Background: an optimization exercise with open tools, aiming at small area, a short achievable clock period and few clock cycles. Do not read the settings as production practice.
Function not checked in this run: the RTL went through the layout flow alone.
Power and IR drop assume default switching activity.

==> design/flow/design.v <==
module pcs_rxq #(
    parameter SLOTS = 21
) (
    input  wire        clk,
    input  wire        rst,
    input  wire        enq_valid,
    input  wire [10:0] enq_id,
    input  wire [3:0]  enq_len,
    input  wire [63:0] enq_data,
    output wire        full,
    input  wire        deq,
    output wire        empty,
    output wire [10:0] head_id,
    output wire [3:0]  head_len,
    output wire [63:0] head_data
);
    reg [78:0] slot [0:SLOTS-1];
    reg [4:0]  w;
    reg [4:0]  r;
    wire [4:0] w_adv = (w == SLOTS - 1) ? 5'd0 : w + 5'd1;
    wire [4:0] r_adv = (r == SLOTS - 1) ? 5'd0 : r + 5'd1;
    assign full  = (w_adv == r);
    assign empty = (w == r);
    assign {head_id, head_len, head_data} = slot[r];
    always @(posedge clk) begin
        if (enq_valid && !full && !rst)
            slot[w] <= {enq_id, enq_len, enq_data};
    end
    always @(posedge clk) begin
        if (rst) begin
            w <= 5'd0;
            r <= 5'd0;
        end else begin
            if (enq_valid && !full)
                w <= w_adv;
            if (deq && !empty)
                r <= r_adv;
        end
    end
endmodule
module pcs_dec (
    input  wire        clk,
    input  wire        rst,
    input  wire        apply,        
    input  wire [2:0]  row,
    input  wire [10:0] ent_id,
    input  wire [63:0] ent_data,
    output reg  [7:0]  vm_mode,
    output reg  [15:0] vm_vbus,
    output reg  [15:0] vm_vset,
    output reg  [15:0] vm_pmax,
    output reg  [3:0]  vm_ilim_code,
    output reg  [4:0]  vm_ilim_a,
    output reg         vm_en,
    output reg  [13:0] acv_raw,
    output reg  [9:0]  aci_raw,
    output reg  [11:0] dcdc_i_raw,
    output reg  [11:0] hvv_raw,
    output reg  [9:0]  lvv_raw,
    output reg  [63:0] alertm_raw,
    output reg  [63:0] alertl_raw
);
    localparam ACT_VMODE = 2'd0;
    localparam ACT_FIELD = 2'd1;
    localparam ACT_RAW64 = 2'd2;
    localparam DST_ACV    = 3'd0;
    localparam DST_ACI    = 3'd1;
    localparam DST_DCDCI  = 3'd2;
    localparam DST_HVV    = 3'd3;
    localparam DST_LVV    = 3'd4;
    localparam DST_ALERTM = 3'd5;
    localparam DST_ALERTL = 3'd6;
    reg [10:0] t_id;
    reg        t_mux_en;
    reg [7:0]  t_mux;
    reg [1:0]  t_act;
    reg [2:0]  t_dst;
    reg [5:0]  t_lsb;
    reg [6:0]  t_width;
    always @(*) begin
        t_id = 11'h000; t_mux_en = 1'b0; t_mux = 8'h00; t_act = ACT_FIELD;
        t_dst = DST_ACV; t_lsb = 6'd0; t_width = 7'd0;
        case (row)
            3'd0: begin t_id = 11'h10A; t_act = ACT_VMODE; end
            3'd1: begin t_id = 11'h201; t_act = ACT_FIELD; t_dst = DST_ACV;   t_lsb = 6'd0;  t_width = 7'd14; end
            3'd2: begin t_id = 11'h201; t_act = ACT_FIELD; t_dst = DST_ACI;   t_lsb = 6'd14; t_width = 7'd10; end
            3'd3: begin t_id = 11'h202; t_act = ACT_FIELD; t_dst = DST_DCDCI; t_lsb = 6'd0;  t_width = 7'd12; end
            3'd4: begin t_id = 11'h202; t_act = ACT_FIELD; t_dst = DST_HVV;   t_lsb = 6'd12; t_width = 7'd12; end
            3'd5: begin t_id = 11'h202; t_act = ACT_FIELD; t_dst = DST_LVV;   t_lsb = 6'd24; t_width = 7'd10; end
            3'd6: begin t_id = 11'h204; t_act = ACT_RAW64; t_dst = DST_ALERTM; end
            3'd7: begin t_id = 11'h205; t_act = ACT_RAW64; t_dst = DST_ALERTL; t_mux_en = 1'b1; t_mux = 8'h00; end
        endcase
    end
    wire match = (ent_id == t_id) && (!t_mux_en || ent_data[7:0] == t_mux);
    wire [63:0] mask  = (t_width >= 7'd64) ? {64{1'b1}} : ((64'd1 << t_width) - 64'd1);
    wire [63:0] field = (ent_data >> t_lsb) & mask;
    wire [3:0] en_code = ent_data[59:56];
    always @(posedge clk) begin
        if (rst) begin
            vm_mode <= 8'd0;
            vm_en   <= 1'b0;
        end else if (apply && match) begin
            case (t_act)
                ACT_VMODE: begin
                    vm_mode      <= ent_data[7:0];
                    vm_vbus      <= ent_data[23:8];
                    vm_vset      <= ent_data[39:24];
                    vm_pmax      <= ent_data[55:40];
                    vm_ilim_code <= ent_data[63:60];
                    vm_ilim_a    <= {1'b0, ent_data[63:60]} + 5'd1;
                    if (en_code == 4'hA)
                        vm_en <= 1'b1;
                    else if (en_code == 4'hC)
                        vm_en <= 1'b0;
                end
                ACT_FIELD: begin
                    case (t_dst)
                        DST_ACV:   acv_raw    <= field[13:0];
                        DST_ACI:   aci_raw    <= field[9:0];
                        DST_DCDCI: dcdc_i_raw <= field[11:0];
                        DST_HVV:   hvv_raw    <= field[11:0];
                        DST_LVV:   lvv_raw    <= field[9:0];
                        default: ;
                    endcase
                end
                ACT_RAW64: begin
                    if (t_dst == DST_ALERTM)
                        alertm_raw <= ent_data;
                    else
                        alertl_raw <= ent_data;
                end
                default: ;
            endcase
        end
    end
endmodule
module pcs_enc (
    input  wire [3:0]  row,
    input  wire [1:0]  alt_flags,      
    input  wire [3:0]  ctr,
    input  wire [3:0]  in_opcode,
    input  wire [15:0] in_vtgt_raw,
    input  wire [15:0] in_pwr_w,
    input  wire        in_chg_active,
    output reg  [10:0] f_id,
    output reg  [3:0]  f_len,
    output reg  [63:0] f_data,
    output reg  [6:0]  f_off,          
    output reg         f_alt,          
    output reg         f_alt_sel,      
    output reg         f_ctr           
);
    localparam COMP_NONE   = 2'd0;
    localparam COMP_BUSCMD = 2'd1;
    localparam COMP_PWRREQ = 2'd2;
    localparam BUSCMD_BYTE = 0;
    reg [63:0] pay_a;      
    reg [63:0] pay_b;
    reg [1:0]  comp;
    reg [2:0]  ctr_j;
    reg        cks;
    always @(*) begin
        f_id = 11'h000; f_len = 4'd8; pay_a = 64'd0; pay_b = 64'd0;
        f_alt = 1'b0; f_alt_sel = 1'b0; comp = COMP_NONE;
        f_ctr = 1'b0; ctr_j = 3'd0; cks = 1'b0; f_off = 7'd127;
        case (row)
            4'd0:  begin f_id = 11'h401; f_len = 4'd8; pay_a = 64'h6655443322110000; comp = COMP_BUSCMD; end
            4'd1:  begin f_id = 11'h402; f_len = 4'd3; pay_a = 64'h0000000000000000; comp = COMP_PWRREQ; end
            4'd2:  begin f_id = 11'h403; f_len = 4'd8; pay_a = 64'hC7C6C5C4C3C2C1C0; end
            4'd3:  begin f_id = 11'h411; f_len = 4'd8; pay_a = 64'h0007605040302010; f_ctr = 1'b1; ctr_j = 3'd6; cks = 1'b1; end
            4'd4:  begin f_id = 11'h421; f_len = 4'd8; pay_a = 64'hA7A6A5A4A3A2A1A0; f_alt = 1'b1; f_alt_sel = 1'b0;
                         pay_b = 64'hB7B6B5B4B3B2B1B0; f_off = 7'd0; end
            4'd5:  begin f_id = 11'h422; f_len = 4'd8; pay_a = 64'h0000000000000022; f_off = 7'd0; end
            4'd6:  begin f_id = 11'h423; f_len = 4'd8; pay_a = 64'h00695A4B3C2D1E0F; cks = 1'b1; f_off = 7'd0; end
            4'd7:  begin f_id = 11'h424; f_len = 4'd8; pay_a = 64'h0807060504030201; f_off = 7'd10; end
            4'd8:  begin f_id = 11'h425; f_len = 4'd6; pay_a = 64'h0000252525252525; f_off = 7'd10; end
            4'd9:  begin f_id = 11'h426; f_len = 4'd8; pay_a = 64'h5A5A5A5A5A5A5A5A; f_alt = 1'b1; f_alt_sel = 1'b1;
                         pay_b = 64'hA5A5A5A5A5A5A5A5; f_off = 7'd20; end
            4'd10: begin f_id = 11'h427; f_len = 4'd2; pay_a = 64'h0000000000007227; f_off = 7'd20; end
            4'd11: begin f_id = 11'h428; f_len = 4'd8; pay_a = 64'hFFFFFFFFFFFFFFFF; f_off = 7'd30; end
            4'd12: begin f_id = 11'h429; f_len = 4'd0; pay_a = 64'h0000000000000000; f_off = 7'd30; end
            4'd13: begin f_id = 11'h42A; f_len = 4'd8; pay_a = 64'h000000000000002A; f_off = 7'd40; end
            4'd14: begin f_id = 11'h42B; f_len = 4'd4; pay_a = 64'h00000000EFBEADDE; f_off = 7'd40; end
            default: ;
        endcase
    end
    reg [7:0]  b [0:7];
    reg [15:0] w;
    reg [10:0] sum;
    integer j;
    always @(*) begin
        for (j = 0; j < 8; j = j + 1)
            b[j] = pay_a[8*j +: 8];
        if (f_alt && alt_flags[f_alt_sel])
            for (j = 0; j < 8; j = j + 1)
                b[j] = pay_b[8*j +: 8];
        w = (in_vtgt_raw & 16'hFFF0) | {12'd0, in_opcode};
        if (comp == COMP_BUSCMD) begin
            b[BUSCMD_BYTE]     = w[7:0];
            b[BUSCMD_BYTE + 1] = w[15:8];
        end
        if (comp == COMP_PWRREQ) begin
            b[0] = in_pwr_w[7:0];
            b[1] = in_pwr_w[15:8];
            b[2] = in_chg_active ? 8'h01 : 8'h00;
        end
        if (f_ctr)
            b[ctr_j] = {ctr, b[ctr_j][3:0]};
        sum = 11'd0;
        if (cks) begin
            b[7] = 8'h00;
            for (j = 0; j < 8; j = j + 1)
                sum = sum + {3'd0, b[j]};
            sum = sum + f_id + {8'd0, f_id[10:8]};
            b[7] = sum[7:0];
        end
        for (j = 0; j < 8; j = j + 1)
            f_data[8*j +: 8] = b[j];
    end
endmodule
module m3pcs_can_core (
    input  wire        clk,
    input  wire        rst,
    input  wire        rx_valid,
    input  wire [10:0] rx_id,
    input  wire [3:0]  rx_len,
    input  wire [63:0] rx_data,
    output wire        rx_ready,
    input  wire        cmd_valid,
    input  wire [1:0]  cmd_op,        
    output wire        cmd_ready,
    input  wire        cad_en,
    input  wire [3:0]  in_opcode,
    input  wire [15:0] in_vtgt_raw,
    input  wire [15:0] in_pwr_w,
    input  wire        in_chg_active,
    output reg         tx_valid,
    output reg  [10:0] tx_id,
    output reg  [3:0]  tx_len,
    output reg  [63:0] tx_data,
    input  wire        tx_ready,
    output wire [7:0]  vm_mode,
    output wire [15:0] vm_vbus,
    output wire [15:0] vm_vset,
    output wire [15:0] vm_pmax,
    output wire [3:0]  vm_ilim_code,
    output wire [4:0]  vm_ilim_a,
    output wire        vm_en,
    output wire [13:0] acv_raw,
    output wire [9:0]  aci_raw,
    output wire [11:0] dcdc_i_raw,
    output wire [11:0] hvv_raw,
    output wire [9:0]  lvv_raw,
    output wire [63:0] alertm_raw,
    output wire [63:0] alertl_raw
);
    localparam OP_DRAIN  = 2'd0;
    localparam OP_TICK1  = 2'd1;
    localparam OP_TICK50 = 2'd2;
    localparam S_IDLE = 3'd0;
    localparam S_DEQ  = 3'd1;    
    localparam S_DISP = 3'd2;    
    localparam S_T1   = 3'd3;    
    localparam S_T50  = 3'd4;    
    localparam S_SEL  = 3'd5;    
    localparam S_SEND = 3'd6;    
    localparam S_END  = 3'd7;    
    reg [2:0]  state;
    reg [2:0]  dec_row;
    reg [3:0]  tx_row;
    reg        single;           
    reg [6:0]  tick;
    reg [1:0]  alt;
    reg [3:0]  ctr;
    reg [10:0] ent_id;
    reg [63:0] ent_data;
    assign cmd_ready = (state == S_IDLE);
    wire        q_full, q_empty;
    wire [10:0] q_id;
    wire [3:0]  q_len;
    wire [63:0] q_data;
    wire        q_deq = (state == S_DEQ);
    pcs_rxq #(.SLOTS(21)) u_rxq (
        .clk(clk), .rst(rst),
        .enq_valid(rx_valid), .enq_id(rx_id), .enq_len(rx_len), .enq_data(rx_data),
        .full(q_full),
        .deq(q_deq), .empty(q_empty),
        .head_id(q_id), .head_len(q_len), .head_data(q_data)
    );
    assign rx_ready = !q_full;
    pcs_dec u_dec (
        .clk(clk), .rst(rst),
        .apply(state == S_DISP), .row(dec_row),
        .ent_id(ent_id), .ent_data(ent_data),
        .vm_mode(vm_mode), .vm_vbus(vm_vbus), .vm_vset(vm_vset), .vm_pmax(vm_pmax),
        .vm_ilim_code(vm_ilim_code), .vm_ilim_a(vm_ilim_a), .vm_en(vm_en),
        .acv_raw(acv_raw), .aci_raw(aci_raw), .dcdc_i_raw(dcdc_i_raw),
        .hvv_raw(hvv_raw), .lvv_raw(lvv_raw),
        .alertm_raw(alertm_raw), .alertl_raw(alertl_raw)
    );
    wire [10:0] f_id;
    wire [3:0]  f_len;
    wire [63:0] f_data;
    wire [6:0]  f_off;
    wire        f_alt, f_alt_sel, f_ctr;
    pcs_enc u_enc (
        .row(tx_row), .alt_flags(alt), .ctr(ctr),
        .in_opcode(in_opcode), .in_vtgt_raw(in_vtgt_raw),
        .in_pwr_w(in_pwr_w), .in_chg_active(in_chg_active),
        .f_id(f_id), .f_len(f_len), .f_data(f_data), .f_off(f_off),
        .f_alt(f_alt), .f_alt_sel(f_alt_sel), .f_ctr(f_ctr)
    );
    wire is_t10  = (tx_row <= 4'd2);
    wire due     = single ? 1'b1
                 : is_t10 ? ((tick % 7'd10) == 7'd5)
                 : (f_off == tick);
    wire last_row = single || (tx_row == 4'd14);
    wire [3:0] next_row = (tx_row == 4'd2) ? 4'd4 : tx_row + 4'd1;
    always @(posedge clk) begin
        if (rst) begin
            state    <= S_IDLE;
            dec_row  <= 3'd0;
            tx_row   <= 4'd0;
            single   <= 1'b0;
            tick     <= 7'd0;
            alt      <= 2'b00;
            ctr      <= 4'd0;
            tx_valid <= 1'b0;
        end else begin
            case (state)
                S_IDLE: begin
                    if (cmd_valid) begin
                        case (cmd_op)
                            OP_DRAIN:  state <= S_DEQ;
                            OP_TICK1:  state <= S_T1;
                            OP_TICK50: state <= S_T50;
                            default:   state <= S_IDLE;
                        endcase
                    end
                end
                S_DEQ: begin
                    if (q_empty) begin
                        state <= S_IDLE;
                    end else begin
                        ent_id   <= q_id;
                        ent_data <= q_data;
                        dec_row  <= 3'd0;
                        state    <= S_DISP;
                    end
                end
                S_DISP: begin
                    dec_row <= dec_row + 3'd1;
                    if (dec_row == 3'd7)
                        state <= S_DEQ;
                end
                S_T1: begin
                    if (!cad_en) begin
                        tick  <= 7'd0;
                        state <= S_IDLE;
                    end else begin
                        single <= 1'b0;
                        tx_row <= 4'd0;
                        state  <= S_SEL;
                    end
                end
                S_T50: begin
                    if (!cad_en) begin
                        state <= S_IDLE;
                    end else begin
                        single <= 1'b1;
                        tx_row <= 4'd3;
                        state  <= S_SEL;
                    end
                end
                S_SEL: begin
                    if (due) begin
                        tx_valid <= 1'b1;
                        tx_id    <= f_id;
                        tx_len   <= f_len;
                        tx_data  <= f_data;
                        if (f_alt)
                            alt[f_alt_sel] <= ~alt[f_alt_sel];
                        if (f_ctr)
                            ctr <= ctr + 4'd1;
                        state <= S_SEND;
                    end else if (last_row) begin
                        state <= S_END;
                    end else begin
                        tx_row <= next_row;
                    end
                end
                S_SEND: begin
                    if (tx_ready) begin
                        tx_valid <= 1'b0;
                        if (last_row)
                            state <= S_END;
                        else begin
                            tx_row <= next_row;
                            state  <= S_SEL;
                        end
                    end
                end
                S_END: begin
                    if (!single)
                        tick <= (tick == 7'd99) ? 7'd0 : tick + 7'd1;
                    state <= S_IDLE;
                end
                default: state <= S_IDLE;
            endcase
        end
    end
endmodule
==> design/flow/run.sh <==
#!/bin/bash
# synth_recipe.tcl (not shown) runs the flow's synth.tcl, then flattens the netlist and writes it again
# the make line also repeats each setting of config.mk as NAME=value (left out here)
make -C /OpenROAD-flow-scripts/flow DESIGN_CONFIG=/design/flow/config.mk WORK_HOME=/design/flow/orfs CLKGATE_MAP_FILE= SYNTH_SCRIPT=/design/flow/synth_recipe.tcl finish
==> design/flow/config.mk <==
export PLATFORM = sky130hd
export DESIGN_NAME = m3pcs_can_core
export DESIGN_NICKNAME = m3pcs_can_core
export VERILOG_FILES = /design/flow/design.v
export SDC_FILE = /design/flow/constraint.sdc
export NUM_CORES = 4
export LEC_CHECK = 0
export CAP_MARGIN = 20
export CORE_MARGIN = 2
export CORE_UTILIZATION = 40
export PLACE_DENSITY = 0.6
export SLEW_MARGIN = 20
==> design/flow/constraint.sdc <==
create_clock -name core_clock -period 10.0 [get_ports {clk}]
set_input_delay 2.0000 -clock core_clock [delete_from_list [all_inputs] [get_ports {clk}]]
set_output_delay 2.0000 -clock core_clock [all_outputs]
set_load 0.01 [all_outputs]
==> impl_metrics.tcl <==
set metrics [dict create \
    status "no timing/DRC/antenna violations" \
    num_vias 40500 \
    ctsRootBufferMaster "clkbuf_16" \
    die_y_um 453 \
    worstPathArrival_ns 7.39 \
    drcViolationCount 0 \
    ys_async_sr_fraction_pct 0 \
    pre_cts_ws_ns 3.22 \
    first_pass_iters 8 \
    clock_latency_ns 0.86 \
    place_hpwl_mm 115 \
    syn_area_per_cell_um2 20.0 \
    netlist-cell-type-count 89 \
    placed_area_um2 88300 \
    initial_core_util_pct 40.3 \
    startpoint_type "flip-flop" \
    rsz0062_at_grt "no" \
    track_usage_pct 19.9 \
    clockBufferDepth 3 \
    layout_commonest_cell "edfxtp_1" \
    port_buffers 445 \
    drv_cap 0 \
    drt_iter0_drc 4247 \
    r2r_start "f_len[0]" \
    syn_area_um2 80600 \
    power_density_nw_per_um2 210 \
    overflow 0 \
    final_hold_viol_count 0 \
    grt_pass1_vias 40800 \
    hold_path.class "flip-flop to flip-flop" \
    r2r_slack_ns 3.29 \
    post_cts_buffers 0 \
    area_growth_pct 18.0 \
    syn_inst 4037 \
    wl_per_cell_um 27.8 \
    cp-end-kind "flip-flop" \
    power_mw 20.0 \
    synth_ff_type "edfxtp_1" \
    synth-seq-cells 2094 \
    pin_count 458 \
    rows 164 \
    cts_num_sinks 2094 \
    clk_pin_slew_worst_paths_ns 0.06 \
    htree_levels 4 \
    drtAntennaViolNets 0 \
    cellLeakagePower_nw 29.9 \
    final_area_um2 95100 \
    ys_seq_area_share_pct 76.4 \
    grt_pass1_wl_mm 294 \
    cp_max_fo 30 \
    r2r_end "tx_data[63]" \
    worst_clock_skew_ns 0.0561 \
    cts_buffers 212 \
    cts_tree "yes" \
    peakVddDrop_mv 0.158 \
    cts.hold.buffers_added 0 \
    setup_viol 0 \
    slew_headroom_pct 25.9 \
    final_nets 4753 \
    drt-total-wl_mm 206 \
    die_area_um2 205000 \
    tns_ns 0 \
    cts_resized 0 \
    whs_ns 0.406 \
    period_share_pct 67.1 \
    layout_common_cells "edfxtp_1, mux4_2, clkdlybuf4s50_1, nand2_1, clkbuf_16" \
    grt_max_degree 154 \
    synth-edff-count 1965 \
    fin_util_pct 47.6 \
    path_class "flip-flop to flip-flop" \
    viasPerCell 5.48 \
    maxSlewViolCount 0 \
    core_area_um2 200000 \
    fmax_mhz 149 \
    reg2reg_depth 19 \
    holdPathEnd "tx_len[2]" \
    critPathRequiredTime_ns 10.68 \
    placedCellCount 6996 \
    hold_start "f_len[2]" \
    ys_warn_count 5 \
    holdPathStages 0 \
    dieWidth_um 453 \
    post_route_cells_drive_above_1_share_pct 19.5 \
    gp_congestion 0.839 \
    setup_ws_ns 3.29 \
    fin_crit_ns 6.71 \
    antenna_found_initial 36 \
    fin_cells 7389 \
    worst_pin_slew_ns 1.11 \
]
## cell type report
| class | instances | area, um^2 |
|---|---|---|
| antenna | 2 | 5.00 |
| clock inverter | 130 | 1290 |
| inverter | 116 | 439 |
| multi-input combinational | 1615 | 17900 |
| sequential | 2094 | 61600 |
| clock buffer | 260 | 5500 |
| timing repair buffer | 516 | 5100 |
| tap | 2656 | 3320 |
| fill | 16600 | 105000 |
## where the power goes
group / total, mW / switching [mW] / internal, mW
registers: 9.96 / 0.172 / 9.78
logic: 2.33 / 1.23 / 1.10
clock network: 7.72 / 3.38 / 4.34
total: 20.0 / 4.78 / 15.2
## state kept, by name, indices dropped and copies added, names as in the netlist, 48 cells and up, named ones only
signal,flops
ent_data,64
tx_data,61
u_rxq.slot,1575
u_enc.pay_a,48
u_dec.alertl_raw,64
u_dec.alertm_raw,64
## worst max-delay path, cell delays in order, from the launching register on
cell      delay [ns]
dfxtp_1         0.92
inv_1           0.60
nor2_2          0.71
nor3_1          0.17
a222oi_1        0.44
inv_1           0.16
fa_1            0.58
fa_1            0.44
fa_1            0.55
ha_1            0.17
inv_1           0.06
fa_1            0.39
nor2b_1         0.12
o21ai_0         0.15
a21oi_1         0.23
o21a_1          0.14
nor2_1          0.05
xnor2_1         0.21
xnor3_1         0.34
a21oi_1         0.14
## logic make-up (layout without fill, tap and decap cells)
kind of cell	after synthesis	after routing	synth area share, %
other	1	6	0.00465
adders and majority gates	74	74	1.52
xor gates and xnor gates	49	49	0.573
AOI/OAI and AO/OA	342	342	2.68
and+or+nand+nor	624	624	3.49
buffers and inverters	331	1022	1.68
DFF	2094	2094	76.4
muxes	522	522	13.6
## metal layers
layer,GRT usage [%],routed length [um]
met5,0,163
met2,33.1,101000
met1,27.1,85900
met3,3.48,13700
met4,5.11,4550
## Yosys cell counts (5+ instances only)
cell,number,share of area [%]
mux4_2,460,13
xnor2_1,26,0.28
or2_2,5,0.039
ha_1,34,0.53
mux2i_1,47,0.58
mux2_2,14,0.20
nand2_1,258,1.2
buf_2,21,0.13
o21ai_0,66,0.41
nor3b_1,5,0.047
o22ai_1,10,0.078
and3_1,32,0.25
nor3_1,26,0.16
dfxtp_1,129,3.2
a21o_1,11,0.10
a31oi_1,79,0.61
inv_1,111,0.52
nand3b_1,6,0.056
edfxtp_1,1965,73
xor2_1,21,0.23
clkbuf_1,127,0.59
nand3_1,28,0.17
and2_1,11,0.085
nor2_1,179,0.83
a211oi_1,31,0.29
nor4_1,9,0.070
or3_1,5,0.039
buf_1,52,0.24
fa_1,40,0.99
a21oi_1,79,0.49
nand2b_1,24,0.19
o21ai_2,6,0.065
buf_4,10,0.093
a22oi_1,7,0.065
nor2b_1,6,0.047
a311oi_1,8,0.087
## worst max-delay path by stage
stage / endpoint / from
after floorplan: u_dec.alertl_raw[0] / rst
after global placement: tx_data[63] / f_len[0]
after detailed placement: tx_data[63] / in_pwr_w[9]
after CTS: tx_data[63] / f_len[0]
after global routing: tx_data[63] / f_len[0]
final: tx_data[63] / f_len[0]

-- static timing again, ports no longer ideal --
How much do the figures lean on ideal ports? The routed layout below was timed once more, with nothing changed but the port constraints. Step 1 (the two cells are an assumption about what drives the block):
set clk [get_ports {clk}]
set_driving_cell -lib_cell sky130_fd_sc_hd__clkbuf_16 $clk
set_driving_cell -lib_cell sky130_fd_sc_hd__buf_2 [delete_from_list [all_inputs] $clk]
Step 2 moves the port delays by t, midway between the first and last clock arrival at a register: inputs arrive t later, outputs are due t later. That takes back most of the time a late clock gives input paths. Slacks: ideal ports / drivers / drivers and shift; pairs: ideal ports / drivers.
shift t [ns]: 0.924
setup WS [ns]: 3.290 / 3.290 / 3.202
worst register clock-pin slew, ns: 0.07 / 0.07
After both steps this run still meets setup and hold. For this run, drivers alone change the setup slack by 0.000 ns; drivers and shift together by -0.088 ns.
